Context: an optimization exercise on an open-source flow, tuned for small area, a short achievable clock period and few clock cycles per item. The choices shown serve that exercise and are no tape-out recipe.
The RTL was checked by simulation tests, not by an equivalence proof against the original design.

File: design.v
module aca_alu (
    input  wire        clk,
    input  wire        rst,         
    input  wire        in_valid,
    output wire        in_ready,
    input  wire [4:0]  in_op,
    input  wire [31:0] in_a,
    input  wire [31:0] in_b,
    input  wire [4:0]  in_tag,
    output reg         out_valid,
    input  wire        out_ready,
    output reg  [31:0] out_value,
    output reg  [1:0]  out_fault,
    output reg  [4:0]  out_tag
);
    localparam [4:0] OP_ADD  = 5'h01;
    localparam [4:0] OP_SUB  = 5'h02;
    localparam [4:0] OP_MUL  = 5'h03;
    localparam [4:0] OP_DIV  = 5'h04;
    localparam [4:0] OP_IDIV = 5'h05;
    localparam [4:0] OP_MOD  = 5'h06;
    localparam [4:0] OP_ADDI = 5'h08;
    localparam [4:0] OP_BEQ  = 5'h18;
    localparam [4:0] OP_J    = 5'h1C;
    localparam [1:0] F_NONE  = 2'd0;
    localparam [1:0] F_ARITH = 2'd1;
    localparam [1:0] F_UNSUP = 2'd2;
    reg        e_v;
    reg [4:0]  e_op;
    reg [31:0] e_a, e_b;
    reg [4:0]  e_tag;
    reg        s_v;
    reg [31:0] s_value;
    reg [1:0]  s_fault;
    reg [4:0]  s_tag;
    wire can_push = !s_v;
    wire pop      = out_valid && out_ready;
    reg        d_busy;        
    reg        d_done;        
    reg [4:0]  d_cnt;         
    reg [31:0] d_r;           
    reg [31:0] d_q;           
    reg [34:0] d_d;           
    reg        d_ci;          
    reg        d_mod;         
    reg        d_neg;         
    reg [4:0]  d_tag;
    wire e_divop   = (e_op == OP_DIV) || (e_op == OP_IDIV) || (e_op == OP_MOD);
    wire e_bzero   = (e_b == 32'd0);
    wire force_d   = d_done && (d_cnt == 5'd28);
    wire fire      = e_v && can_push && !(e_divop && d_busy) && !force_d;
    wire d_start   = fire && e_divop && !e_bzero;
    wire fast_push = fire && !(e_divop && !e_bzero);
    wire emit      = d_done && can_push && !fast_push;
    wire push      = fast_push || emit;
    assign in_ready = !e_v || fire;
    wire        e_sub = (e_op == OP_SUB) || (e_op == OP_BEQ);
    wire [31:0] sum;
    wire        sum_co;
    rca #(32) u_add (.a(e_a), .b(e_b ^ {32{e_sub}}), .ci(e_sub), .s(sum), .co(sum_co));
    wire [31:0] prod;
    mul32 u_mul (.a(e_a), .b(e_b), .p(prod));
    reg [31:0] f_value;
    reg [1:0]  f_fault;
    always @(*) begin
        f_value = sum;
        f_fault = F_NONE;
        case (e_op)
            OP_ADD, OP_ADDI, OP_SUB: f_value = sum;
            OP_MUL:                  f_value = prod;
            OP_DIV, OP_IDIV, OP_MOD: f_fault = F_ARITH;    
            OP_BEQ:                  f_value = {31'd0, sum == 32'd0};
            OP_J:                    f_value = 32'd1;
            default:                 f_fault = F_UNSUP;
        endcase
    end
    wire [31:0] d_res = d_mod ? d_r : d_q;
    wire [31:0] d_value;
    cneg #(32) u_oneg (.x(d_res), .neg(d_neg), .y(d_value));
    wire [31:0] n_value = fast_push ? f_value : d_value;
    wire [1:0]  n_fault = fast_push ? f_fault : F_NONE;
    wire [4:0]  n_tag   = fast_push ? e_tag   : d_tag;
    wire        sa = e_a[31];
    wire        sb = e_b[31];
    wire [31:0] a_mag;
    cneg #(32) u_aneg (.x(e_a), .neg(sa), .y(a_mag));
    wire [31:0] b_x = e_b ^ {32{sb}};    
    reg [4:0] na, nb;
    integer i;
    always @(*) begin
        na = 5'd0;
        nb = 5'd1;
        for (i = 0; i < 16; i = i + 1) begin
            if (a_mag[2*i +: 2] != 2'b00) na = i + 1;
            if (b_x[2*i +: 2]   != 2'b00) nb = i + 1;
        end
    end
    wire [5:0] m_diff = {1'b0, na} - {1'b0, nb};
    wire       q_zero = m_diff[5];           
    wire [3:0] m      = m_diff[3:0];
    wire [34:0] b_ext  = {{2{e_b[31]}}, e_b, 1'b0};
    wire [34:0] b_sh   = b_ext << {m, 1'b0};
    wire [34:0] d_init = b_sh ^ {35{!sb}};
    wire [31:0] t0, t1;
    wire        c0, c1;
    rca #(32) u_s0 (.a(d_r), .b(d_d[31:0]), .ci(d_ci), .s(t0), .co(c0));
    wire [2:0]  u0  = d_d[34:32] + {2'b00, c0};
    wire        qb0 = !u0[2];
    wire [31:0] r1  = qb0 ? t0 : d_r;
    wire [34:0] d_d1 = {d_d[34], d_d[34:1]};
    rca #(32) u_s1 (.a(r1), .b(d_d1[31:0]), .ci(d_ci), .s(t1), .co(c1));
    wire [2:0]  u1  = d_d1[34:32] + {2'b00, c1};
    wire        qb1 = !u1[2];
    wire [31:0] r2  = qb1 ? t1 : r1;
    always @(posedge clk) begin
        if (rst) begin
            d_busy <= 1'b0;
            d_done <= 1'b0;
        end else if (d_start) begin
            d_busy <= !q_zero;
            d_done <= q_zero;
        end else if (d_busy) begin
            if (d_cnt[3:0] == 4'd0) begin
                d_busy <= 1'b0;
                d_done <= 1'b1;
            end
        end else if (emit) begin
            d_done <= 1'b0;
        end
    end
    always @(posedge clk) begin
        if (d_start) begin
            d_r   <= a_mag;
            d_q   <= 32'd0;
            d_d   <= d_init;
            d_ci  <= !sb;
            d_mod <= (e_op == OP_MOD);
            d_neg <= (e_op == OP_MOD) ? sa : (sa ^ sb);
            d_tag <= e_tag;
            d_cnt <= q_zero ? 5'd0 : {1'b0, m};
        end else if (d_busy) begin
            d_r   <= r2;
            d_q   <= {d_q[29:0], qb0, qb1};
            d_d   <= {{2{d_d[34]}}, d_d[34:2]};
            d_cnt <= (d_cnt[3:0] == 4'd0) ? 5'd0 : d_cnt - 5'd1;
        end else if (d_done && d_cnt != 5'd28) begin
            d_cnt <= d_cnt + 5'd1;
        end
    end
    always @(posedge clk) begin
        if (rst) begin
            e_v <= 1'b0;
        end else if (in_ready) begin
            e_v <= in_valid;
        end
    end
    always @(posedge clk) begin
        if (in_ready) begin
            e_op  <= in_op;
            e_a   <= in_a;
            e_b   <= in_b;
            e_tag <= in_tag;
        end
    end
    always @(posedge clk) begin
        if (rst) begin
            out_valid <= 1'b0;
            s_v       <= 1'b0;
        end else begin
            if (pop) begin
                if (s_v) begin
                    s_v <= 1'b0;
                end else begin
                    out_valid <= push;
                end
            end else if (push) begin
                if (out_valid) s_v <= 1'b1;
                else out_valid <= 1'b1;
            end
        end
    end
    always @(posedge clk) begin
        if (s_v ? pop : (push && (!out_valid || pop))) begin
            out_value <= s_v ? s_value : n_value;
            out_fault <= s_v ? s_fault : n_fault;
            out_tag   <= s_v ? s_tag   : n_tag;
        end
        if (push) begin
            s_value <= n_value;
            s_fault <= n_fault;
            s_tag   <= n_tag;
        end
    end
endmodule
module rca #(parameter N = 32) (
    input  wire [N-1:0] a,
    input  wire [N-1:0] b,
    input  wire         ci,
    output wire [N-1:0] s,
    output wire         co
);
    wire [N:0] c;
    assign c[0] = ci;
    fa_vec #(N) u (.x(a), .y(b), .z(c[N-1:0]), .s(s), .c(c[N:1]));
    assign co = c[N];
endmodule
module cneg #(parameter N = 32) (
    input  wire [N-1:0] x,
    input  wire         neg,
    output wire [N-1:0] y
);
    wire co;
    rca #(N) u (.a(x ^ {N{neg}}), .b({N{1'b0}}), .ci(neg), .s(y), .co(co));
endmodule
module mul32 (
    input  wire [31:0] a,
    input  wire [31:0] b,
    output wire [31:0] p
);
    wire [32:0] bx = {b, 1'b0};
    wire [31:0] s [0:15];
    wire [31:0] c [0:15];
    genvar i;
    generate
        for (i = 0; i < 16; i = i + 1) begin : row
            localparam integer W = 32 - 2 * i;
            wire one = bx[2*i+1] ^ bx[2*i];
            wire two = (bx[2*i+2] & ~bx[2*i+1] & ~bx[2*i]) | (~bx[2*i+2] & bx[2*i+1] & bx[2*i]);
            wire neg = bx[2*i+2];
            wire [W-1:0] pp;
            booth_row #(W) u_pp (.one(one), .two(two), .neg(neg), .a(a[W-1:0]), .p(pp));
            if (i == 0) begin : first
                assign s[0] = pp;
                assign c[0] = {31'd0, neg};
            end else begin : next
                wire [W-1:0] fs, fc;
                fa_vec #(W) u_fa (.x(s[i-1][31:2*i]), .y(c[i-1][31:2*i]), .z(pp), .s(fs), .c(fc));
                assign s[i] = {fs, s[i-1][2*i-1:0]};
                assign c[i] = {fc[W-2:0], neg, c[i-1][2*i-1:0]};
            end
        end
    endgenerate
    wire co;
    rca #(32) u_cpa (.a(s[15]), .b(c[15]), .ci(1'b0), .s(p), .co(co));
endmodule
module booth_row #(parameter W = 32) (
    input  wire         one,
    input  wire         two,
    input  wire         neg,
    input  wire [W-1:0] a,
    output wire [W-1:0] p
);
    wire [W-1:0] a2 = {a[W-2:0], 1'b0};
    assign p = ((a & {W{one}}) | (a2 & {W{two}})) ^ {W{neg}};
endmodule
module fa_vec #(parameter W = 32) (
    input  wire [W-1:0] x,
    input  wire [W-1:0] y,
    input  wire [W-1:0] z,
    output wire [W-1:0] s,
    output wire [W-1:0] c
);
    assign s = x ^ y ^ z;
    assign c = (x & y) | (x & z) | (y & z);
endmodule
File: run.sh
#!/bin/bash
# synth_recipe.tcl (not shown) runs the flow's synth.tcl, then flattens the netlist and writes it again
# the make line also repeats each setting of config.mk as NAME=value (left out here)
make -C /OpenROAD-flow-scripts/flow DESIGN_CONFIG=/design/flow/config.mk WORK_HOME=/design/flow/orfs CLKGATE_MAP_FILE= SYNTH_SCRIPT=/design/flow/synth_recipe.tcl finish
File: config.mk
export PLATFORM = sky130hd
export DESIGN_NAME = aca_alu
export DESIGN_NICKNAME = aca_alu
export VERILOG_FILES = /design/flow/design.v
export SDC_FILE = /design/flow/constraint.sdc
export NUM_CORES = 4
export LEC_CHECK = 0
export CAP_MARGIN = 20
export CORE_MARGIN = 2
export CORE_UTILIZATION = 40
export SLEW_MARGIN = 20
export SYNTH_HIERARCHICAL = 1
export SYNTH_MINIMUM_KEEP_SIZE = 0
File: constraint.sdc
create_clock -name core_clock -period 190.0 [get_ports {clk}]
set_input_delay 38.0000 -clock core_clock [delete_from_list [all_inputs] [get_ports {clk}]]
set_output_delay 38.0000 -clock core_clock [all_outputs]
set_load 0.01 [all_outputs]
==> flow_summary_export.csv, run 1 <==
group,metric,value,unit
setup_path,critPathLaunchType,"flip-flop",
outcome,status,"finished clean",
job,maxCapViolCount,0,
routing,via_per_inst,5.65,
setup_path,crit_fanout,39,
timing,tns,0,ps
synth,synthMuxAreaShare,7.79,%
timing,rsz0062_at_grt,"no",
floorplan,start_util,40.4,%
layout,layout-drive-gt1-share,15.9,%
floorplan,fp-row-count,100,
timing,slew_viol_final,0,
place,hpwl,65800,µm
setup_path,crit_path_end_kind,"output pin",
timing,tightest_slew,1080,ps
timing,finClkSkew,21.0,ps
setup_path,reg2reg_slack,158990,ps
floorplan,die_h,278,µm
floorplan,dieArea,0.0774,mm²
clock_network,clk-insertion-delay-late,590,ps
clock_network,cts_root_buffer,"clkbuf_16",
routing,antenna_left,0,
clock_network,holdBufCountCts,0,
global_route,overflow,0,
synth,syn_area,0.0301,mm²
clock_network,cts_buffers,31,
timing,setup_viol,0,
timing,min_period,41440,ps
min_path,min_path_cells,0,
routing,wl_per_cell,24.6,µm
synth,synthCells,2517,
synth,synth.distinct_cells,65,
clock_network,htreeDepth,1,
min_path,hold_class,"flip-flop to flip-flop",
synth,synth-xor-area-share,12.4,%
setup_path,timing.rr.start,"d_ci",
synth,synth_compound_area_share,13.8,%
timing,fmax,24.1,MHz
place,gp_congestion,0.880,
global_route,grt_max_degree,78,
floorplan,die_w,278,µm
global_route,grt_pass1_vias,21900,
routing,drt_first_pass_iters,5,
place,port_buffers,118,
setup_path,arrival,3440,ps
clock_network,clk_pin_slew,60,ps
setup_path,worst-r2r-cell-count,72,
synth,ys.flop_type,"edfxtp_1",
clock_network,cts_buffer_depth,3,
routing,dr_total_vias,20700,
clock_network,ctsResizeCount,0,
global_route,antenna_found_initial,3,
layout,final_nets,3181,
timing,max_slew_margin,27.7,%
global_route,grtUsageTotal,23.4,%
setup_path,path_class,"flip-flop to output pin",
synth,syn_avg_cell_area,11.9,µm²
layout,syn_to_final_growth,11.0,%
synth,synth-simple-area-share,6.68,%
clock_network,cts_setup_buffers,0,
global_route,grt_pass1_wl,138000,µm
synth,yosysWarnings,8,
timing,period_share,21.8,%
timing,finalHoldViolations,0,
routing,routed_wl,89800,µm
synth,async_flop_share,0,%
synth,synth_edf_count,232,
synth,synth_seq_cells,269,
clock_network,cts_sinks,269,
routing,drc,0,
place,dp_cells,3596,
setup_path,timing.rr.end,"d_r[1]",
clock_network,cts_tree,"built",
min_path,min_to,"d_tag[3]",
floorplan,core-area,0.0744,mm²
synth,synth_fa_ha_area_share,29.2,%
layout,fin_cells,3655,
synth,synth_top_family_by_area,"adder cells",
synth,ys_seq_area_share,25.6,%
setup_path,crit_required,152000,ps
min_path,min_from,"e_tag[3]",
floorplan,io_pins,119,
routing,drt-initial-drc-count,1887,
-- worst max-delay path: stages, from the launching register on --
cell	delay (ps)
edfxtp_1	390
inv_1	100
ha_1	280
and4_1	250
a21oi_1	330
o21ai_0	260
nand2_4	530
clkdlybuf4s50_1	670
-- synth_stat cells, drive strengths merged (2+ instances only) --
cell,n,area (µm²)
edfxtp,232,6970
ha,9,113
a311oi,2,17.5
conb,3,11.3
dfxtp,37,741
nor4,15,93.8
clkbuf,74,295
nand2,187,702
a31oi,12,75.1
nor2b,5,31.3
or3,8,50.1
mux4,3,67.6
mux2,121,1370
a211oi,12,90.1
mux2i,90,901
nand2b,20,125
xor2,85,744
xnor2,341,2990
nor3,9,45.0
fa,433,8670
o311a,3,30.0
o21ai,138,694
inv,15,56.3
nor4b,2,32.5
or2,2,12.5
nand4,5,31.3
a21boi,3,22.5
or4,6,45.0
buf,108,981
o31ai,5,37.5
a22oi,256,2610
nor2,100,375
a21o,4,30.0
o211ai,4,30.0
nand3b,16,120
and3,35,219
o22ai,9,56.3
a21oi,84,420
nand3,13,65.1
-- cell type report --
cell class / count / area, µm²
flip-flops and latches: 269 / 7710
fillers: 6845 / 41100
well taps: 969 / 1210
clock buffers: 38 / 863
multi-input cells: 2144 / 21600
clock inverters: 19 / 161
repair buffers: 200 / 1820
inverters: 15 / 56.3
diodes: 1 / 2.50
-- through the flow --
stage	utilization, %	instance area, µm²	setup WS (ps)	hold slack (ps)
5_1_grt	44.8	33400	148360	492
4_1_cts	44.8	33300	148510	482
3_5_place_dp	43.4	32300	149170	467
2_1_floorplan	-	30400	149090	422
6_report	44.8	33400	148560	473
3_3_place_gp	43.4	32300	149250	469
-- registers in the layout, summed over array words and instances, names as in the netlist, 2 cells and up --
name,cells
d_d,35
d_q,32
d_r,32
e_a,32
e_b,32
out_value,32
s_value,32
d_cnt,5
d_tag,5
e_op,5
e_tag,5
out_tag,5
s_tag,5
out_fault,2
s_fault,2
-- routing by layer --
metal	vias up	GRT usage, %	routed length (µm)
li1	9076	-	-
met1	10700	30.9	37200
met2	704	39.9	44200
met3	128	2.46	4900
met4	0	8.80	3600
met5	-	0	0
-- kinds of logic (layout without fill, tap and decap cells) --
logic type	count (synthesis)	after routing
flops	269	269
simple gates	428	428
fa+ha+maj	442	442
other cells	3	97
xor+xnor	426	426
compound gates	538	538
buf+inv	197	272
mux	214	214
-- Yosys stat by module, one instance, submodules excluded, excerpt --
module / cells inside / copies in the design / flops+latches / area (µm²)
aca_alu: 1322 / 1 / 269 / 14500
mul32: 62 / 1 / 0 / 420
-- cells in the final DEF (no fill, tap or decap), types with 4 or more instances in the layout --
cell type        netlist  layout
fa_1                 433     433
xnor2_1              341     340
edfxtp_1             232     232
nand2_1              187     184
a22oi_2              131     131
a22oi_1              123     123
mux2_2               118     118
clkdlybuf4s50_1        0     118
o21ai_0              110     110
nor2_1               100     100
conb_1                 3      96
mux2i_1               90      90
a21oi_1               84      83
buf_4                 20      81
xor2_1                85      76
and3_1                35      35
dfxtp_1               37      35
clkbuf_16              0      32
o21ai_1               27      23
nand2b_1              20      20
nand3b_1              16      16
nor4_1                15      14
nand3_1               13      13
inv_1                 13      12
a31oi_1               12      12
a211oi_1              12      12
nor3_1                 9       9
o22ai_1                9       8
ha_1                   9       8
clkinv_2               0       8
or3_1                  8       7
xor2_2                 0       7
or4_1                  6       6
nand4_1                5       5
o31ai_1                5       5
o211ai_1               4       4
a21o_1                 4       4
nor2b_1                5       4
clkbuf_8               0       4
-- worst max path at each step --
stage | startpoint | endpoint | depth (start not counted) | slack, ps
floorplan | d_cnt[0] | in_ready | 6 | 149090
finish | d_cnt[0] | in_ready | 7 | 148560
global placement | d_cnt[0] | in_ready | 7 | 149250
global route | d_cnt[0] | in_ready | 7 | 148360
detailed placement | d_cnt[0] | in_ready | 7 | 149170
CTS | d_cnt[0] | in_ready | 7 | 148510
Testbench counts, summed over its fixed seeds: cycles 26,922, items 24,000.
==> run 2, diff against run 1 <==
--- a/design.v
+++ b/design.v
@@ -3,5 +3,5 @@
     input  wire        rst,         
     input  wire        in_valid,
-    output wire        in_ready,
+    output reg         in_ready,
     input  wire [4:0]  in_op,
     input  wire [31:0] in_a,
@@ -30,4 +30,5 @@
     reg [31:0] e_a, e_b;
     reg [4:0]  e_tag;
+    reg        e_divop;       
     reg        s_v;
     reg [31:0] s_value;
@@ -39,4 +40,5 @@
     reg        d_done;        
     reg [4:0]  d_cnt;         
+    reg        d_force;       
     reg [31:0] d_r;           
     reg [31:0] d_q;           
@@ -46,13 +48,11 @@
     reg        d_neg;         
     reg [4:0]  d_tag;
-    wire e_divop   = (e_op == OP_DIV) || (e_op == OP_IDIV) || (e_op == OP_MOD);
     wire e_bzero   = (e_b == 32'd0);
-    wire force_d   = d_done && (d_cnt == 5'd28);
-    wire fire      = e_v && can_push && !(e_divop && d_busy) && !force_d;
+    wire fire      = e_v && can_push && !(e_divop && d_busy) && !d_force;
     wire d_start   = fire && e_divop && !e_bzero;
     wire fast_push = fire && !(e_divop && !e_bzero);
     wire emit      = d_done && can_push && !fast_push;
     wire push      = fast_push || emit;
-    assign in_ready = !e_v || fire;
+    wire take_en = !e_v || fire;
     wire        e_sub = (e_op == OP_SUB) || (e_op == OP_BEQ);
     wire [31:0] sum;
@@ -75,7 +75,6 @@
         endcase
     end
-    wire [31:0] d_res = d_mod ? d_r : d_q;
     wire [31:0] d_value;
-    cneg #(32) u_oneg (.x(d_res), .neg(d_neg), .y(d_value));
+    cneg #(32) u_oneg (.x(d_q), .neg(d_neg), .y(d_value));
     wire [31:0] n_value = fast_push ? f_value : d_value;
     wire [1:0]  n_fault = fast_push ? f_fault : F_NONE;
@@ -113,5 +112,7 @@
     wire        qb1 = !u1[2];
     wire [31:0] r2  = qb1 ? t1 : r1;
-    always @(posedge clk) begin
+    wire d_last = d_busy && (d_cnt[3:0] == 4'd0);
+    always @(posedge clk) begin
+        d_force <= n_d_force;
         if (rst) begin
             d_busy <= 1'b0;
@@ -130,8 +131,10 @@
     end
     always @(posedge clk) begin
+        d_r <= d_start ? a_mag : r2;
+        d_d <= d_start ? d_init : {{2{d_d[34]}}, d_d[34:2]};
+    end
+    always @(posedge clk) begin
         if (d_start) begin
-            d_r   <= a_mag;
-            d_q   <= 32'd0;
-            d_d   <= d_init;
+            d_q   <= q_zero && (e_op == OP_MOD) ? a_mag : 32'd0;
             d_ci  <= !sb;
             d_mod <= (e_op == OP_MOD);
@@ -140,7 +143,5 @@
             d_cnt <= q_zero ? 5'd0 : {1'b0, m};
         end else if (d_busy) begin
-            d_r   <= r2;
-            d_q   <= {d_q[29:0], qb0, qb1};
-            d_d   <= {{2{d_d[34]}}, d_d[34:2]};
+            d_q   <= d_last && d_mod ? r2 : {d_q[29:0], qb0, qb1};
             d_cnt <= (d_cnt[3:0] == 4'd0) ? 5'd0 : d_cnt - 5'd1;
         end else if (d_done && d_cnt != 5'd28) begin
@@ -151,10 +152,11 @@
         if (rst) begin
             e_v <= 1'b0;
-        end else if (in_ready) begin
+        end else if (take_en) begin
             e_v <= in_valid;
         end
     end
     always @(posedge clk) begin
-        if (in_ready) begin
+        if (take_en) begin
+            e_divop <= (in_op == OP_DIV) || (in_op == OP_IDIV) || (in_op == OP_MOD);
             e_op  <= in_op;
             e_a   <= in_a;
@@ -162,4 +164,12 @@
             e_tag <= in_tag;
         end
+    end
+    wire n_e_v     = !rst && (take_en ? in_valid : e_v);
+    wire n_e_divop = take_en ? ((in_op == OP_DIV) || (in_op == OP_IDIV) || (in_op == OP_MOD)) : e_divop;
+    wire n_s_v     = !rst && !pop && (s_v || (push && out_valid));
+    wire n_d_busy  = !rst && (d_start ? !q_zero : (d_busy && (d_cnt[3:0] != 4'd0)));
+    wire n_d_force = !rst && d_done && !emit && (d_cnt == 5'd27 || d_cnt == 5'd28);
+    always @(posedge clk) begin
+        in_ready <= !n_e_v || (!n_s_v && !(n_e_divop && n_d_busy) && !n_d_force);
     end
     always @(posedge clk) begin
@@ -210,6 +220,7 @@
     output wire [N-1:0] y
 );
-    wire co;
-    rca #(N) u (.a(x ^ {N{neg}}), .b({N{1'b0}}), .ci(neg), .s(y), .co(co));
+    wire [N:0] c;
+    assign c[0] = neg;
+    ha_vec #(N) u (.x(x ^ {N{neg}}), .y(c[N-1:0]), .s(y), .c(c[N:1]));
 endmodule
 module mul32 (
@@ -233,4 +244,9 @@
                 assign s[0] = pp;
                 assign c[0] = {31'd0, neg};
+            end else if (i == 1) begin : second
+                wire [W-1:0] fs, fc;
+                ha_vec #(W) u_ha (.x(s[0][31:2]), .y(pp), .s(fs), .c(fc));
+                assign s[1] = {fs, s[0][1:0]};
+                assign c[1] = {fc[W-2:0], neg, c[0][1:0]};
             end else begin : next
                 wire [W-1:0] fs, fc;
@@ -264,2 +280,11 @@
     assign c = (x & y) | (x & z) | (y & z);
 endmodule
+module ha_vec #(parameter W = 32) (
+    input  wire [W-1:0] x,
+    input  wire [W-1:0] y,
+    output wire [W-1:0] s,
+    output wire [W-1:0] c
+);
+    assign s = x ^ y;
+    assign c = x & y;
+endmodule
==> flow/run.sh (new file) <==
#!/bin/bash
# The standard layout, with the ports buffered by the smallest buffer
# (sky130_fd_sc_hd__buf_1) instead of the default choice.
set -euo pipefail
bash standard.sh "BUFFER_PORTS_ARGS=-buffer_cell sky130_fd_sc_hd__buf_1" finish > make_finish.log 2>&1
==> standard.sh (new file) <==
#!/bin/bash
# synth_recipe.tcl (not shown) runs the flow's synth.tcl, then flattens the netlist and writes it again
# the make line also repeats each setting of config.mk as NAME=value (left out here)
make -C /OpenROAD-flow-scripts/flow DESIGN_CONFIG=/design/flow/config.mk WORK_HOME=/design/flow/orfs CLKGATE_MAP_FILE= SYNTH_SCRIPT=/design/flow/synth_recipe.tcl "${@:-finish}"
--- a/config.mk
+++ b/config.mk
@@ -8,5 +8,6 @@
 export CAP_MARGIN = 20
 export CORE_MARGIN = 2
-export CORE_UTILIZATION = 40
+export CORE_UTILIZATION = 50
+export CTS_BUF_LIST = sky130_fd_sc_hd__clkbuf_8
 export SLEW_MARGIN = 20
 export SYNTH_HIERARCHICAL = 1
removed: run.sh
==> flow_summary_export.csv, run 2 <==
group,metric,value,unit
clock_network,clk_pin_slew,60,ps
layout,final_cell_mix,"xnor2_1, fa_1, nand2_1",
clock_network,cts_setup_buffers,0,
synth,yosysTopAreaCell,"fa_1",
clock_network,cts_root_buffer,"clkbuf_8",
timing,tns,0,ps
synth,synth_edf_count,198,
synth,synthCells,2562,
setup_path,path_buf_inv,1,
setup_path,reg2reg_slack,158930,ps
setup_path,cp_cell_sequence,"buf_1",
setup_path,crit_slowest_cell,"dfxtp_1",
routing,routed_wl,84100,µm
synth,yosysTopAreaCellShare,23.4,%
routing,dr_total_vias,20800,
synth,syn_area,0.0290,mm²
synth,synth_fa_ha_area_share,27.9,%
clock_network,cts_sinks,272,
floorplan,dieArea,0.0598,mm²
routing,drt-initial-drc-count,1490,
floorplan,fp-row-count,88,
clock_network,cts_buffers,50,
timing,period_share,20.7,%
floorplan,die_w,245,µm
outcome,status,"finished clean",
timing,setup_viol,0,
setup_path,arrival,1250,ps
synth,synth_top_family_by_area,"adder cells",
setup_path,critPathLaunchType,"flip-flop",
setup_path,cp-startpoint,"out_valid",
setup_path,crit_required,152000,ps
clock_network,holdBufCountCts,0,
setup_path,crit_path_end_kind,"output pin",
floorplan,die_h,245,µm
setup_path,path_class,"flip-flop to output pin",
global_route,grt_pass1_wl,130000,µm
layout,mostFrequentLayoutCell,"xnor2_1",
routing,wl_per_cell,24.5,µm
synth,synth.distinct_cells,68,
synth,synth-simple-area-share,6.71,%
setup_path,timing.rr.start,"d_ci",
global_route,grtUsageTotal,28.3,%
clock_network,cts_buffer_depth,3,
layout,layout-drive-gt1-share,14.0,%
setup_path,cp-endpoint,"out_valid",
synth,synth_seq_cells,272,
clock_network,ctsResizeCount,0,
floorplan,start_util,50.4,%
place,port_buffers,118,
timing,finClkSkew,78.9,ps
setup_path,cpPeakStageDelay,410,ps
timing,tightest_slew,1110,ps
floorplan,io_pins,119,
setup_path,crit_family,"flip-flops",
synth,yosysWarnings,8,
timing,fmax,25.5,MHz
layout,final_nets,3149,
synth,synth_most_common_cell,"xnor2_1",
synth,synth_area_leaders,"fa_1, edfxtp_1, xnor2_1",
layout,nFillCells,5092,
routing,drc,0,
clock_network,cts_tree,"built",
routing,antenna_left,0,
timing,slew_viol_final,0,
timing,max_slew_margin,25.4,%
place,gp_congestion,0.900,
layout,largest_register_ff_count,35,
layout,diodes,0,
layout,regMostFlops,"d_d",
clock_network,clk-insertion-delay-late,720,ps
synth,synth-xor-area-share,12.9,%
setup_path,crit_fanout,6,
global_route,overflow,0,
synth,synth_compound_area_share,16.4,%
global_route,antenna_found_initial,0,
clock_network,htreeDepth,2,
setup_path,cp.depth,1,
synth,ys.flop_type,"edfxtp_1",
floorplan,core-area,0.0575,mm²
synth,ys_seq_area_share,25.7,%
routing,via_per_inst,6.07,
setup_path,timing.rr.end,"d_q[0]",
layout,syn_to_final_growth,6.46,%
setup_path,worst-r2r-cell-count,73,
routing,drt_first_pass_iters,5,
place,dpl_cell_area,0.0298,mm²
synth,synthTopCellsByCount,"xnor2_1, fa_1, nand2_1",
global_route,grt_pass1_vias,21500,
job,maxCapViolCount,0,
timing,rsz0062_at_grt,"no",
synth,syn_avg_cell_area,11.3,µm²
timing,finalHoldViolations,0,
layout,fin_area,0.0308,mm²
min_path,hold_class,"flip-flop to flip-flop",
synth,synthMuxAreaShare,5.24,%
synth,async_flop_share,0,%
timing,min_period,39250,ps
global_route,grt_max_degree,78,
place,hpwl,61000,µm
-- run 2: logic make-up (layout without fill, tap and decap cells) --
logic type | Yosys count | in the layout
DFF | 272 | 272
AOI/OAI and AO/OA | 616 | 616
muxes | 136 | 136
and+or+nand+nor | 435 | 435
buffers and inverters | 234 | 338
other | 1 | 2
adders and majority gates | 442 | 442
xor gates and xnor gates | 426 | 426
-- run 2: modules after synthesis, one instance, submodules excluded, a selection --
module	area, µm²	flops+latches
aca_alu	14100	272
mul32	420	0
-- run 2: how the worst min path moves through the flow --
stage             start        to  slack (ps)  cells past startpoint
5_1_grt        e_tag[0]  d_tag[0]         470                      0
6_report       e_tag[0]  d_tag[0]         470                      0
2_1_floorplan  e_tag[0]  d_tag[0]         430                      0
4_1_cts        e_tag[0]  d_tag[0]         470                      0
3_3_place_gp   e_tag[1]  d_tag[1]         460                      0
3_5_place_dp   e_tag[0]  d_tag[0]         460                      0
-- run 2: area by class of cell --
cell class	instances	area (µm²)	share of cell area, %
Sequential cell	272	7430	24.1
Timing Repair Buffer	202	1070	3.48
Clock buffer	54	743	2.41
Inverter	46	173	0.560
Tap cell	765	957	3.11
Clock inverter	36	263	0.852
Multi-Input combinational cell	2057	20200	65.5
-- run 2: per-layer routing --
| metal | routed length, µm | share of wire [%] | GRT usage, % |
|---|---|---|---|
| met5 | 0 | 0 | 0 |
| met4 | 3730 | 4.4 | 12.5 |
| met3 | 5050 | 6.0 | 4.42 |
| met2 | 40200 | 48 | 46.1 |
| met1 | 35100 | 42 | 37.4 |
-- run 2: through the flow --
stage          hold WS (ps)  cells  setup slack, ps  util (%)
6_report                468   3432           150750      53.6
5_1_grt                 470   3432           150720      53.6
4_1_cts                 474   3432           150740      53.6
3_5_place_dp            460   3342           150550      51.9
3_3_place_gp            456   3342           150620      51.9
2_1_floorplan           427   2563           150530         -
Testbench counts of run 2, summed over its fixed seeds: cycles 26,922, items 24,000.
==> run 3, diff against run 2 <==
==> flow/run.sh (replaced) <==
#!/bin/bash
set -euo pipefail
R="$PWD/orfs/results/sky130hd/aca_alu/base"
bash standard.sh "$R/1_2_yosys.v" > make_synth.log 2>&1
sed -i -E 's/\bsky130_fd_sc_hd__a22oi_(2|4)\b/sky130_fd_sc_hd__a22oi_1/g' "$R/1_2_yosys.v"
grep -c "sky130_fd_sc_hd__a22oi_1" "$R/1_2_yosys.v" > resize.log
bash standard.sh "BUFFER_PORTS_ARGS=-buffer_cell sky130_fd_sc_hd__buf_1" finish > make_finish.log 2>&1
==> flow_summary_export.csv, run 3 <==
group,metric,value,unit
job,maxCapViolCount,0,
timing,finClkSkew,47.5,ps
layout,final_nets,3143,
layout,layout-drive-gt1-share,8.63,%
floorplan,fp-row-count,87,
clock_network,cts_buffer_depth,3,
routing,drc,0,
setup_path,worst-r2r-cell-count,74,
clock_network,cts_tree,"built",
layout,regMostFlops,"d_d",
setup_path,crit_family,"flip-flops",
setup_path,critPathLaunchType,"flip-flop",
global_route,antenna_found_initial,5,
timing,slew_viol_final,0,
routing,drt-initial-drc-count,1643,
timing,setup_viol,0,
routing,wl_per_cell,24.2,µm
setup_path,cp.depth,1,
routing,antenna_left,0,
timing,max_slew_margin,28.3,%
global_route,grt_pass1_wl,126000,µm
synth,syn_area,0.0283,mm²
timing,period_share,20.6,%
min_path,hold_class,"flip-flop to flip-flop",
global_route,grt_max_degree,110,
timing,tightest_slew,1070,ps
synth,yosysWarnings,8,
timing,holdWs,471,ps
floorplan,die_w,242,µm
setup_path,cp_cell_sequence,"buf_1",
routing,via_per_inst,6.07,
floorplan,io_pins,119,
clock_network,cts_buffers,51,
floorplan,dieArea,0.0585,mm²
global_route,grt_pass1_vias,20800,
setup_path,crit_path_end_kind,"output pin",
layout,mostFrequentLayoutCell,"xnor2_1",
place,gp_congestion,0.904,
clock_network,clk-insertion-delay-late,690,ps
setup_path,path_buf_inv,1,
routing,routed_wl,82900,µm
timing,min_period,39220,ps
routing,drt_first_pass_iters,8,
layout,largest_register_ff_count,35,
global_route,grtUsageTotal,27.9,%
timing,tns,0,ps
clock_network,cts_setup_buffers,0,
place,hpwl,59400,µm
setup_path,crit_slowest_cell,"dfxtp_1",
setup_path,crit_required,152000,ps
floorplan,start_util,50.3,%
setup_path,crit_fanout,6,
floorplan,die_h,242,µm
clock_network,holdBufCountCts,0,
setup_path,arrival,1220,ps
setup_path,reg2reg_slack,159090,ps
clock_network,ctsResizeCount,0,
timing,fmax,25.5,MHz
global_route,overflow,0,
clock_network,htreeDepth,2,
synth,synthCells,2562,
setup_path,path_class,"flip-flop to output pin",
floorplan,core-area,0.0562,mm²
timing,finalHoldViolations,0,
layout,syn_to_final_growth,6.39,%
layout,final_cell_mix,"xnor2_1, fa_1, a22oi_1",
clock_network,cts_root_buffer,"clkbuf_8",
setup_path,cpPeakStageDelay,400,ps
routing,dr_total_vias,20800,
timing,rsz0062_at_grt,"no",
outcome,status,"finished clean",
min_path,min_path_cells,0,
place,port_buffers,118,
clock_network,cts_sinks,272,
clock_network,clk_pin_slew,60,ps
synth,syn_avg_cell_area,11.0,µm²
==> run 3: final cells by class <==
type	instances	area, µm²
fillers	4999	26100
multi-input cells	2057	19500
flip-flops and latches	272	7430
repair buffers	195	1040
well taps	756	946
clock buffers	54	743
clock inverters	41	278
inverters	46	173
diodes	2	5.00
==> run 3: layer usage <==
metal / GRT usage (%) / wire length (µm)
met1: 38.2 / 35500
met3: 5.24 / 6260
met2: 44.5 / 38600
met5: 0 / 36
met4: 9.88 / 2530
==> run 3: path summary, 6_finish.rpt <==
kind | start | end
max | out_valid | out_valid
min | e_tag[0] | d_tag[0]
max reg2reg | d_ci | d_q[30]
min reg2reg | e_tag[0] | d_tag[0]
==> run 3: per-stage QoR <==
step | instance area [µm²] | cells | setup slack [ps] | utilization (%)
3_3_place_gp | 29000 | 3325 | 150620 | 51.7
3_5_place_dp | 29000 | 3325 | 150550 | 51.7
6_report | 30100 | 3423 | 150780 | 53.5
2_1_floorplan | 28300 | 2563 | 150530 | -
4_1_cts | 30000 | 3420 | 150720 | 53.5
5_1_grt | 30100 | 3423 | 150710 | 53.5
==> run 3: worst register-to-register path: cells and delay by family, from the launching register on <==
family,cells,cell delay (ps)
AOI/OAI and AO/OA,4,900
xor gates and xnor gates,1,140
adders and majority gates,64,27470
buffers and inverters,2,930
DFF,1,430
muxes,1,460
and+or+nand+nor,2,280
==> run 4, diff against run 3 <==
==> flow/run.sh (replaced) <==
#!/bin/bash
set -euo pipefail
R="$PWD/orfs/results/sky130hd/aca_alu/base"
bash standard.sh "$R/1_2_yosys.v" > make_synth.log 2>&1
sed -i -E 's/\bsky130_fd_sc_hd__a22oi_(2|4)\b/sky130_fd_sc_hd__a22oi_1/g' "$R/1_2_yosys.v"
grep -c "sky130_fd_sc_hd__a22oi_1" "$R/1_2_yosys.v" > resize.log
bash standard.sh "BUFFER_PORTS_ARGS=-buffer_cell sky130_fd_sc_hd__buf_1" REMOVE_ABC_BUFFERS=1 finish > make_finish.log 2>&1
==> flow_summary_export.csv, run 4 <==
group,metric,value,unit
outcome,status,"finished clean",
layout,final_nets,3148,
timing,max_slew_margin,32.1,%
timing,fmax,25.5,MHz
routing,drt_first_pass_iters,5,
setup_path,critPathLaunchType,"flip-flop",
setup_path,cp_cell_sequence,"buf_1",
timing,period_share,20.7,%
floorplan,fp-row-count,87,
place,hpwl,55800,µm
floorplan,start_util,50.3,%
setup_path,path_buf_inv,1,
timing,tightest_slew,1020,ps
routing,routed_wl,78700,µm
job,maxCapViolCount,0,
setup_path,arrival,1240,ps
clock_network,clk-insertion-delay-late,650,ps
floorplan,io_pins,119,
setup_path,cp-endpoint,"out_value[21]",
routing,dr_total_vias,20700,
synth,yosysWarnings,8,
timing,tns,0,ps
timing,finClkSkew,19.8,ps
layout,nFillCells,5059,
setup_path,cp-startpoint,"out_value[21]",
global_route,grt_pass1_vias,21300,
clock_network,cts_root_buffer,"clkbuf_8",
clock_network,cts_tree,"built",
routing,via_per_inst,6.04,
setup_path,reg2reg_slack,158880,ps
clock_network,clk_pin_slew,70,ps
global_route,overflow,0,
place,gp_congestion,0.869,
synth,synthCells,2562,
min_path,hold_class,"flip-flop to flip-flop",
setup_path,crit_family,"flip-flops",
floorplan,core-area,0.0562,mm²
clock_network,cts_buffer_depth,3,
routing,wl_per_cell,22.9,µm
clock_network,cts_setup_buffers,0,
routing,drc,0,
clock_network,htreeDepth,2,
layout,regMostFlops,"d_d",
layout,register_area,0.00743,mm²
setup_path,timing.rr.start,"d_ci",
clock_network,cts_sinks,272,
setup_path,cpPeakStageDelay,430,ps
layout,syn_to_final_growth,6.86,%
setup_path,cp.depth,1,
layout,final_cell_mix,"xnor2_1, fa_1, a22oi_1",
layout,mostFrequentLayoutCell,"xnor2_1",
floorplan,die_h,242,µm
synth,syn_avg_cell_area,11.0,µm²
layout,largest_register_ff_count,35,
setup_path,crit_required,152000,ps
setup_path,path_class,"flip-flop to output pin",
layout,layout-drive-gt1-share,9.36,%
layout,multi_input_comb_area,0.0195,mm²
timing,slew_viol_final,0,
routing,antenna_left,0,
place,dpl_cell_area,0.0291,mm²
global_route,grt_max_degree,89,
timing,setup_viol,0,
layout,fin_area,0.0302,mm²
floorplan,die_w,242,µm
synth,syn_area,0.0283,mm²
setup_path,crit_fanout,1,
floorplan,dieArea,0.0585,mm²
global_route,grt_pass1_wl,124000,µm
setup_path,worst-r2r-cell-count,73,
setup_path,timing.rr.end,"d_q[0]",
timing,min_period,39240,ps
global_route,antenna_found_initial,2,
clock_network,cts_buffers,52,
place,port_buffers,118,
timing,finalHoldViolations,0,
clock_network,holdBufCountCts,0,
setup_path,crit_path_end_kind,"output pin",
global_route,grtUsageTotal,27.2,%
setup_path,crit_slowest_cell,"edfxtp_1",
timing,rsz0062_at_grt,"no",
clock_network,ctsResizeCount,0,
routing,drt-initial-drc-count,1857,
## run 4: through the flow
step | hold slack, ps | std cells | utilization (%) | setup WS (ps)
final | 483 | 3429 | 53.8 | 150760
after floorplan | 427 | 2375 | - | 150530
after CTS | 515 | 3427 | 53.7 | 150710
after global placement | 475 | 3329 | 51.7 | 150450
after global routing | 520 | 3429 | 53.8 | 150720
after detailed placement | 481 | 3329 | 51.7 | 150370
## run 4: final cells by class
type | count | share of cell area (%)
Inverter | 46 | 0.572
Clock buffer | 59 | 2.69
Sequential cell | 272 | 24.6
Clock inverter | 39 | 0.915
Tap cell | 756 | 3.13
Multi-Input combinational cell | 2057 | 64.6
Timing Repair Buffer | 199 | 3.55
Antenna cell | 1 | 0.00828
## run 4: layer usage
| layer | vias up | global-route usage (%) | wire length, µm |
|---|---|---|---|
| met2 | 831 | 43.4 | 36500 |
| met3 | 153 | 4.28 | 5700 |
| met5 | - | 0 | 0 |
| met1 | 10500 | 38.1 | 34000 |
| met4 | 0 | 8.86 | 2470 |
| li1 | 9206 | - | - |
## run 4: worst min path at each step
stage | start | cells after the start | end | slack, ps
finish | e_tag[4] | 0 | d_tag[4] | 480
global route | e_tag[4] | 0 | d_tag[4] | 520
CTS | e_tag[1] | 0 | d_tag[1] | 520
detailed placement | e_tag[1] | 0 | d_tag[1] | 480
global placement | e_tag[1] | 0 | d_tag[1] | 470
floorplan | e_tag[0] | 0 | d_tag[0] | 430
==> run 5, diff against run 4 <==
==> run.sh (new file) <==
#!/bin/bash
# synth_recipe.tcl (not shown) runs the flow's synth.tcl, then flattens the netlist and writes it again
# the make line also repeats each setting of config.mk as NAME=value (left out here)
make -C /OpenROAD-flow-scripts/flow DESIGN_CONFIG=/design/flow/config.mk WORK_HOME=/design/flow/orfs CLKGATE_MAP_FILE= SYNTH_SCRIPT=/design/flow/synth_recipe.tcl finish
removed: flow/run.sh
removed: standard.sh
==> flow_summary_export.csv, run 5 <==
group,metric,value,unit
synth,yosysWarnings,8,
routing,routed_wl,83100,µm
layout,final_cell_mix,"xnor2_1, fa_1, nand2_1",
timing,period_share,20.8,%
clock_network,clk-insertion-delay-late,630,ps
clock_network,cts_setup_buffers,0,
synth,synthCells,2562,
setup_path,crit_family,"buffers and inverters",
layout,final_nets,3147,
synth,synth_seq_cells,272,
routing,dr_total_vias,20600,
layout,syn_to_final_growth,9.36,%
place,port_buffers,118,
clock_network,cts_buffers,50,
layout,layout-drive-gt1-share,14.3,%
floorplan,fp-row-count,88,
synth,synth_most_common_cell,"xnor2_1",
global_route,overflow,0,
global_route,antenna_found_initial,1,
floorplan,die_h,245,µm
job,maxCapViolCount,0,
synth,syn_avg_cell_area,11.3,µm²
routing,via_per_inst,6.01,
layout,largest_register_ff_count,35,
timing,min_period,39570,ps
floorplan,io_pins,119,
synth,synth_edf_count,198,
min_path,min_to,"d_tag[1]",
layout,mostFrequentLayoutCell,"xnor2_1",
setup_path,crit_path_end_kind,"output pin",
place,hpwl,60600,µm
synth,yosysTopAreaCell,"fa_1",
timing,finClkSkew,19.0,ps
outcome,status,"finished clean",
setup_path,reg2reg_slack,158990,ps
synth,ys.flop_type,"edfxtp_1",
synth,syn_area,0.0290,mm²
global_route,grt_max_degree,78,
routing,drt-initial-drc-count,1645,
min_path,min_path_cells,0,
timing,rsz0062_at_grt,"no",
clock_network,holdBufCountCts,0,
clock_network,cts_buffer_depth,3,
routing,wl_per_cell,24.2,µm
floorplan,start_util,50.4,%
setup_path,arrival,1570,ps
global_route,grt_pass1_wl,128000,µm
setup_path,cpPeakStageDelay,560,ps
clock_network,htreeDepth,2,
timing,tns,0,ps
setup_path,crit_fanout,6,
synth,ys_seq_area_share,25.7,%
timing,tightest_slew,1090,ps
timing,slew_viol_final,0,
routing,drc,0,
timing,max_slew_margin,26.8,%
timing,finalHoldViolations,0,
clock_network,ctsResizeCount,0,
setup_path,cp_cell_sequence,"clkdlybuf4s50_1",
setup_path,path_buf_inv,1,
synth,synth_area_leaders,"fa_1, edfxtp_1, xnor2_1",
setup_path,crit_slowest_cell,"clkdlybuf4s50_1",
setup_path,worst-r2r-cell-count,74,
setup_path,path_class,"flip-flop to output pin",
global_route,grt_pass1_vias,21200,
layout,regMostFlops,"d_d",
floorplan,dieArea,0.0598,mm²
setup_path,timing.rr.end,"d_q[31]",
synth,synth.distinct_cells,68,
synth,yosysTopAreaCellShare,23.4,%
clock_network,cts_root_buffer,"clkbuf_8",
setup_path,timing.rr.start,"d_ci",
synth,synthTopCellsByCount,"xnor2_1, fa_1, nand2_1",
routing,drt_first_pass_iters,6,
layout,postLayoutCoreUtil,55.1,%
floorplan,core-area,0.0575,mm²
floorplan,die_w,245,µm
synth,async_flop_share,0,%
clock_network,clk_pin_slew,60,ps
min_path,min_from,"e_tag[1]",
timing,setup_viol,0,
place,gp_congestion,0.895,
setup_path,critPathLaunchType,"flip-flop",
min_path,hold_class,"flip-flop to flip-flop",
routing,antenna_left,0,
global_route,grtUsageTotal,27.9,%
clock_network,cts_tree,"built",
timing,fmax,25.3,MHz
setup_path,crit_required,152000,ps
clock_network,cts_sinks,272,
## run 5: cell types whose count changed in the layout (fill, tap and decap cells not counted), moves of 3 or more
cell	previous run	this run
a22oi_1	289	156
a22oi_2	0	131
buf_1	118	0
bufinv_16	3	6
clkdlybuf4s50_1	0	118
clkinv_1	10	6
clkinv_2	10	7
inv_1	53	57
## run 5: worst max-delay path by stage
stage / from / endpoint / slack, ps / cells past startpoint
3_3_place_gp: out_ready / out_value[17] / 150200 / 4
6_report: out_valid / out_valid / 150430 / 1
2_1_floorplan: out_ready / out_fault[0] / 150530 / 3
5_1_grt: out_valid / out_valid / 150360 / 1
4_1_cts: out_valid / out_valid / 150380 / 1
3_5_place_dp: out_ready / out_value[18] / 150150 / 4
## run 5: modules after synthesis (local to each module, per instance), a selection
module / copies in the design / cells inside / flip-flops and latches
mul32: 1 / 62 / 0
aca_alu: 1 / 1369 / 272
## run 5: layer usage
metal | track usage (%) | vias to the layer above | part of all wire, %
met3 | 4.17 | 168 | 6.1
met1 | 36.7 | 10600 | 41
met5 | 0 | - | 0
li1 | - | 9196 | -
met4 | 10.4 | 0 | 4.0
met2 | 46.8 | 711 | 49
## run 5: logic make-up after synthesis
family	count (synthesis)	synth area share, %
AO/OA/AOI/OAI	616	16.4
adder cells (fa/ha/maj)	442	27.9
AND/OR/NAND/NOR	435	6.71
XOR/XNOR	426	12.9
flip-flops	272	25.7
buffers and inverters	234	5.19
multiplexers	136	5.24
other	1	0.0130
## run 5: area by class of cell
class,instances,area [µm²]
Timing Repair Buffer,200,1800
Fill cell,5035,25800
Clock inverter,36,328
Clock buffer,57,785
Inverter,46,173
Antenna cell,1,2.50
Sequential cell,272,7430
Tap cell,765,957
Multi-Input combinational cell,2057,20200
## run 5: through the flow
step | hold WS (ps) | worst slack [ps] | cell area, µm² | std cells
3_5_place_dp | 458 | 150150 | 30500 | 3340
4_1_cts | 465 | 150380 | 31700 | 3433
5_1_grt | 483 | 150360 | 31700 | 3434
2_1_floorplan | 427 | 150530 | 29000 | 2563
3_3_place_gp | 453 | 150200 | 30500 | 3340
6_report | 460 | 150430 | 31700 | 3434
==> run 6, diff against run 5 <==
--- a/design.v
+++ b/design.v
@@ -56,7 +56,11 @@
     wire take_en = !e_v || fire;
     wire        e_sub = (e_op == OP_SUB) || (e_op == OP_BEQ);
+    wire        add_d = !fast_push;
+    wire [31:0] add_a = e_a & {32{!add_d}};
+    wire [31:0] add_b = add_d ? d_q : e_b;
+    wire        add_s = add_d ? d_neg : e_sub;
     wire [31:0] sum;
     wire        sum_co;
-    rca #(32) u_add (.a(e_a), .b(e_b ^ {32{e_sub}}), .ci(e_sub), .s(sum), .co(sum_co));
+    rca #(32) u_add (.a(add_a), .b(add_b ^ {32{add_s}}), .ci(add_s), .s(sum), .co(sum_co));
     wire [31:0] prod;
     mul32 u_mul (.a(e_a), .b(e_b), .p(prod));
@@ -75,7 +79,5 @@
         endcase
     end
-    wire [31:0] d_value;
-    cneg #(32) u_oneg (.x(d_q), .neg(d_neg), .y(d_value));
-    wire [31:0] n_value = fast_push ? f_value : d_value;
+    wire [31:0] n_value = fast_push ? f_value : sum;    
     wire [1:0]  n_fault = fast_push ? f_fault : F_NONE;
     wire [4:0]  n_tag   = fast_push ? e_tag   : d_tag;
==> flow/run.sh (new file) <==
#!/bin/bash
set -euo pipefail
R="$PWD/orfs/results/sky130hd/aca_alu/base"
bash standard.sh "$R/1_2_yosys.v" > make_synth.log 2>&1
sed -i -E 's/\bsky130_fd_sc_hd__a22oi_(2|4)\b/sky130_fd_sc_hd__a22oi_1/g' "$R/1_2_yosys.v"
grep -c "sky130_fd_sc_hd__a22oi_1" "$R/1_2_yosys.v" > resize.log
bash standard.sh "BUFFER_PORTS_ARGS=-buffer_cell sky130_fd_sc_hd__buf_1" finish > make_finish.log 2>&1
==> standard.sh (new file) <==
#!/bin/bash
# synth_recipe.tcl (not shown) runs the flow's synth.tcl, then flattens the netlist and writes it again
# the make line also repeats each setting of config.mk as NAME=value (left out here)
make -C /OpenROAD-flow-scripts/flow DESIGN_CONFIG=/design/flow/config.mk WORK_HOME=/design/flow/orfs CLKGATE_MAP_FILE= SYNTH_SCRIPT=/design/flow/synth_recipe.tcl "${@:-finish}"
--- a/config.mk
+++ b/config.mk
@@ -9,5 +9,7 @@
 export CORE_MARGIN = 2
 export CORE_UTILIZATION = 50
-export CTS_BUF_LIST = sky130_fd_sc_hd__clkbuf_8
+export CTS_BUF_LIST = sky130_fd_sc_hd__clkbuf_16
+export CTS_CLUSTER_DIAMETER = 80
+export CTS_CLUSTER_SIZE = 30
 export SLEW_MARGIN = 20
 export SYNTH_HIERARCHICAL = 1
removed: run.sh
==> flow_summary_export.csv, run 6 <==
group,metric,value,unit
setup_path,critPathLaunchType,"flip-flop",
global_route,antenna_found_initial,0,
floorplan,start_util,50.4,%
global_route,overflow,0,
setup_path,crit_fanout,6,
floorplan,dieArea,0.0572,mm²
clock_network,cts_sinks,272,
job,maxCapViolCount,0,
setup_path,arrival,1150,ps
layout,final_nets,2991,
setup_path,crit_required,152000,ps
routing,via_per_inst,6.25,
floorplan,io_pins,119,
layout,regMostFlops,"d_d",
setup_path,timing.rr.start,"d_ci",
min_path,hold_class,"flip-flop to flip-flop",
setup_path,crit_path_end_kind,"output pin",
timing,setup_viol,0,
clock_network,cts_tree,"built",
setup_path,cp_cell_sequence,"buf_1",
synth,yosysWarnings,8,
synth,synthCells,2445,
layout,mostFrequentLayoutCell,"xnor2_1",
routing,drt_first_pass_iters,6,
clock_network,holdBufCountCts,0,
clock_network,cts_buffers,22,
synth,syn_avg_cell_area,11.3,µm²
layout,syn_to_final_growth,7.07,%
setup_path,cpPeakStageDelay,400,ps
clock_network,clk-insertion-delay-late,590,ps
floorplan,core-area,0.0549,mm²
floorplan,fp-row-count,86,
routing,routed_wl,82500,µm
layout,diodes,0,
timing,tightest_slew,1100,ps
min_path,min_path_cells,0,
place,port_buffers,118,
outcome,status,"finished clean",
setup_path,reg2reg_slack,157990,ps
routing,drc,0,
setup_path,path_buf_inv,1,
routing,wl_per_cell,25.6,µm
timing,finalHoldViolations,0,
min_path,min_from,"e_tag[3]",
timing,period_share,20.6,%
timing,holdWs,510,ps
routing,drt-initial-drc-count,2194,
timing,rsz0062_at_grt,"no",
timing,fmax,25.5,MHz
clock_network,clk_pin_slew,100,ps
floorplan,die_h,239,µm
setup_path,worst-r2r-cell-count,75,
place,hpwl,59100,µm
setup_path,crit_family,"flip-flops",
timing,slew_viol_final,0,
global_route,grt_pass1_vias,20300,
routing,dr_total_vias,20100,
setup_path,crit_slowest_cell,"dfxtp_1",
clock_network,ctsResizeCount,0,
setup_path,path_class,"flip-flop to output pin",
synth,syn_area,0.0276,mm²
layout,largest_register_ff_count,35,
layout,layout-drive-gt1-share,9.61,%
timing,min_period,39150,ps
global_route,grt_pass1_wl,126000,µm
timing,max_slew_margin,26.8,%
timing,tns,0,ps
global_route,grtUsageTotal,29.0,%
clock_network,cts_setup_buffers,0,
timing,finClkSkew,46.2,ps
floorplan,die_w,239,µm
routing,antenna_left,0,
clock_network,cts_root_buffer,"clkbuf_16",
setup_path,timing.rr.end,"d_q[13]",
min_path,min_to,"d_tag[3]",
clock_network,cts_buffer_depth,3,
place,gp_congestion,0.897,
global_route,grt_max_degree,81,
clock_network,htreeDepth,1,
layout,final_cell_mix,"xnor2_1, fa_1, a22oi_1",
-- run 6: cell types whose count changed in the layout (fill, tap and decap cells not counted), sizes merged, moves of 27 or more --
cell,delta
and2,+34
mux2,+28
o21ai,-100
a31oi,+27
xor2,-32
mux2i,+30
a22oi,-27
inv,-37
clkdlybuf4s50,-118
ha,-32
buf,+125
clkbuf,-35
-- run 6: worst max-delay path by stage --
| stage | start | endpoint | slack (ps) | cells past startpoint |
|---|---|---|---|---|
| final | out_valid | out_valid | 150850 | 1 |
| after detailed placement | out_ready | out_value[22] | 150230 | 4 |
| after floorplan | out_ready | out_fault[0] | 148450 | 3 |
| after global placement | out_ready | out_value[23] | 150310 | 4 |
| after global routing | out_valid | out_valid | 150780 | 1 |
| after CTS | out_valid | out_valid | 150810 | 1 |
-- run 6: stage by stage --
step           utilization [%]  cells  worst slack (ps)  area (µm²)
6_report                  53.9   3222            150850       29600
5_1_grt                   53.9   3222            150780       29600
4_1_cts                   53.8   3220            150810       29500
3_5_place_dp              52.1   3181            150230       28600
3_3_place_gp              52.1   3181            150310       28600
2_1_floorplan                -   2446            148450       27600
-- run 6: layout make-up --
| cell class | instances | area, µm² |
|---|---|---|
| multi-input combinational | 1983 | 19100 |
| fill | 4812 | 25300 |
| clock inverter | 17 | 392 |
| inverter | 17 | 63.8 |
| timing repair buffer | 207 | 1150 |
| sequential | 272 | 7430 |
| clock buffer | 22 | 551 |
| tap | 704 | 881 |
-- run 6: routing by layer --
metal	track usage, %	up-vias	share of wire, %
li1	-	8806	-
met1	41.2	10300	43
met2	46.0	936	46
met3	4.55	148	8.2
met4	8.35	0	3.1
met5	0	-	0
Testbench counts of run 6, summed over its fixed seeds: cycles 26,922, items 24,000.
==> run 7, diff against run 6 <==
--- a/config.mk
+++ b/config.mk
@@ -9,7 +9,7 @@
 export CORE_MARGIN = 2
 export CORE_UTILIZATION = 50
-export CTS_BUF_LIST = sky130_fd_sc_hd__clkbuf_16
-export CTS_CLUSTER_DIAMETER = 80
-export CTS_CLUSTER_SIZE = 30
+export CTS_BUF_LIST = sky130_fd_sc_hd__clkbuf_8
+export CTS_CLUSTER_DIAMETER = 50
+export CTS_CLUSTER_SIZE = 16
 export SLEW_MARGIN = 20
 export SYNTH_HIERARCHICAL = 1
==> flow_summary_export.csv, run 7 <==
group,metric,value,unit
layout,fin_cells,3260,
place,dp_cells,3181,
place,hpwl,59100,µm
setup_path,crit_family,"flip-flops",
timing,worst_slack,150810,ps
timing,rsz0062_at_grt,"no",
min_path,min_to,"d_tag[3]",
layout,layout-drive-gt1-share,10.8,%
floorplan,io_pins,119,
global_route,grtUsageTotal,29.4,%
layout,multi_input_comb_area,0.0191,mm²
timing,tns,0,ps
floorplan,core-area,0.0549,mm²
setup_path,timing.rr.end,"d_q[11]",
clock_network,cts_root_buffer,"clkbuf_8",
setup_path,critPathLaunchType,"flip-flop",
timing,fmax,25.5,MHz
timing,slew_viol_final,0,
setup_path,cpPeakStageDelay,400,ps
routing,via_per_inst,6.24,
setup_path,cp_cell_sequence,"buf_1",
layout,final_nets,3009,
setup_path,timing.rr.start,"d_ci",
layout,regMostFlops,"d_d",
floorplan,die_w,239,µm
setup_path,reg2reg_slack,157970,ps
routing,routed_wl,83100,µm
layout,nFillCells,4822,
synth,syn_avg_cell_area,11.3,µm²
setup_path,path_buf_inv,1,
job,maxCapViolCount,0,
setup_path,arrival,1190,ps
floorplan,start_util,50.4,%
clock_network,cts_buffers,40,
synth,synthCells,2445,
routing,dr_total_vias,20400,
setup_path,worst-r2r-cell-count,75,
clock_network,cts_tree,"built",
place,gp_congestion,0.897,
timing,period_share,20.6,%
place,port_buffers,118,
global_route,grt_pass1_vias,20500,
timing,finClkSkew,64.3,ps
setup_path,crit_required,152000,ps
routing,wl_per_cell,25.5,µm
clock_network,cts_buffer_depth,3,
layout,syn_to_final_growth,6.90,%
timing,tightest_slew,1090,ps
global_route,grt_pass1_wl,127000,µm
routing,antenna_left,0,
setup_path,crit_slowest_cell,"dfxtp_1",
clock_network,cts_setup_buffers,0,
timing,setup_viol,0,
min_path,min_from,"e_tag[3]",
floorplan,die_h,239,µm
clock_network,cts_sinks,272,
layout,largest_register_ff_count,35,
global_route,overflow,0,
setup_path,cp.depth,1,
clock_network,ctsResizeCount,0,
layout,register_area,0.00743,mm²
min_path,min_path_cells,0,
clock_network,holdBufCountCts,0,
setup_path,crit_fanout,6,
outcome,status,"finished clean",
floorplan,fp-row-count,86,
floorplan,dieArea,0.0572,mm²
timing,finalHoldViolations,0,
clock_network,clk_pin_slew,80,ps
clock_network,clk-insertion-delay-late,660,ps
routing,drc,0,
routing,drt_first_pass_iters,6,
global_route,antenna_found_initial,0,
min_path,hold_class,"flip-flop to flip-flop",
timing,min_period,39190,ps
routing,drt-initial-drc-count,2121,
synth,syn_area,0.0276,mm²
global_route,grt_max_degree,81,
timing,max_slew_margin,27.2,%
clock_network,htreeDepth,2,
synth,yosysWarnings,8,
layout,mostFrequentLayoutCell,"xnor2_1",
setup_path,path_class,"flip-flop to output pin",
place,pre_cts_slack,150230,ps
layout,final_cell_mix,"xnor2_1, fa_1, a22oi_1",
setup_path,crit_path_end_kind,"output pin",
==> run 7: metrics by stage <==
stage,utilization [%],hold slack (ps),instance area (µm²)
after floorplan,-,426,27600
after global placement,52.1,479,28600
after detailed placement,52.1,463,28600
after CTS,53.7,495,29500
after global routing,53.8,510,29500
final,53.8,495,29500
==> run 7: cell type report <==
class | count | share of cell area (%)
inverter | 17 | 0.216
multi-input combinational | 1983 | 64.7
tap | 704 | 2.98
antenna | 3 | 0.0254
clock buffer | 40 | 1.86
timing repair buffer | 207 | 3.90
clock inverter | 34 | 1.14
sequential | 272 | 25.1
==> run 7: worst max-delay path by stage <==
stage / from / endpoint
3_3_place_gp: out_ready / out_value[23]
6_report: out_valid / out_valid
3_5_place_dp: out_ready / out_value[22]
4_1_cts: out_valid / out_valid
2_1_floorplan: out_ready / out_fault[0]
5_1_grt: out_valid / out_valid
==> run 7: per-layer routing <==
metal / vias up / global-route usage, % / share of wire (%)
met4: 0 / 9.62 / 3.3
met5: - / 0 / 0
met2: 932 / 45.8 / 45
met3: 161 / 4.98 / 8.3
li1: 8859 / - / -
met1: 10400 / 41.7 / 43

==> static timing again, ports no longer ideal <==
How much do the figures lean on ideal ports? The routed layouts below were timed once more, with nothing changed but the port constraints. Step 1 sets driving cells, clkbuf_16 on the clock port and buf_2 on the other inputs (assumed; they add their load-dependent delay and slew). Step 2 also shifts input and output timing later by t, the mid clock arrival at the registers, as if the neighbouring blocks saw the same clock. Slacks: ideal / step 1 / step 2; pairs: ideal / step 1.
run | t, ns | setup WS [ns] | worst setup path after step 2 | clock arrival spread, ns | worst data-port slew with drivers (ns)
run 1 | 0.643 | 148.562 / 148.503 / 149.147 | register to output | 0.021 / 0.021 | 0.12
run 2 | 0.740 | 150.752 / 150.694 / 150.539 | input to register | 0.079 / 0.079 | 0.04
run 3 | 0.729 | 150.777 / 150.715 / 150.569 | input to register | 0.047 / 0.048 | 0.04
run 4 | 0.707 | 150.762 / 150.699 / 150.715 | input to register | 0.020 / 0.020 | 0.04
run 5 | 0.680 | 150.426 / 150.369 / 150.137 | input to register | 0.019 / 0.019 | 0.06
run 6 | 0.627 | 150.846 / 150.788 / 150.491 | input to register | 0.046 / 0.046 | 0.04
run 7 | 0.677 | 150.806 / 150.752 / 150.435 | input to register | 0.064 / 0.064 | 0.04
After both steps every run listed still meets setup and hold. For run 7, which loses most, drivers alone change the setup slack by -0.054 ns; drivers and shift together by -0.371 ns.
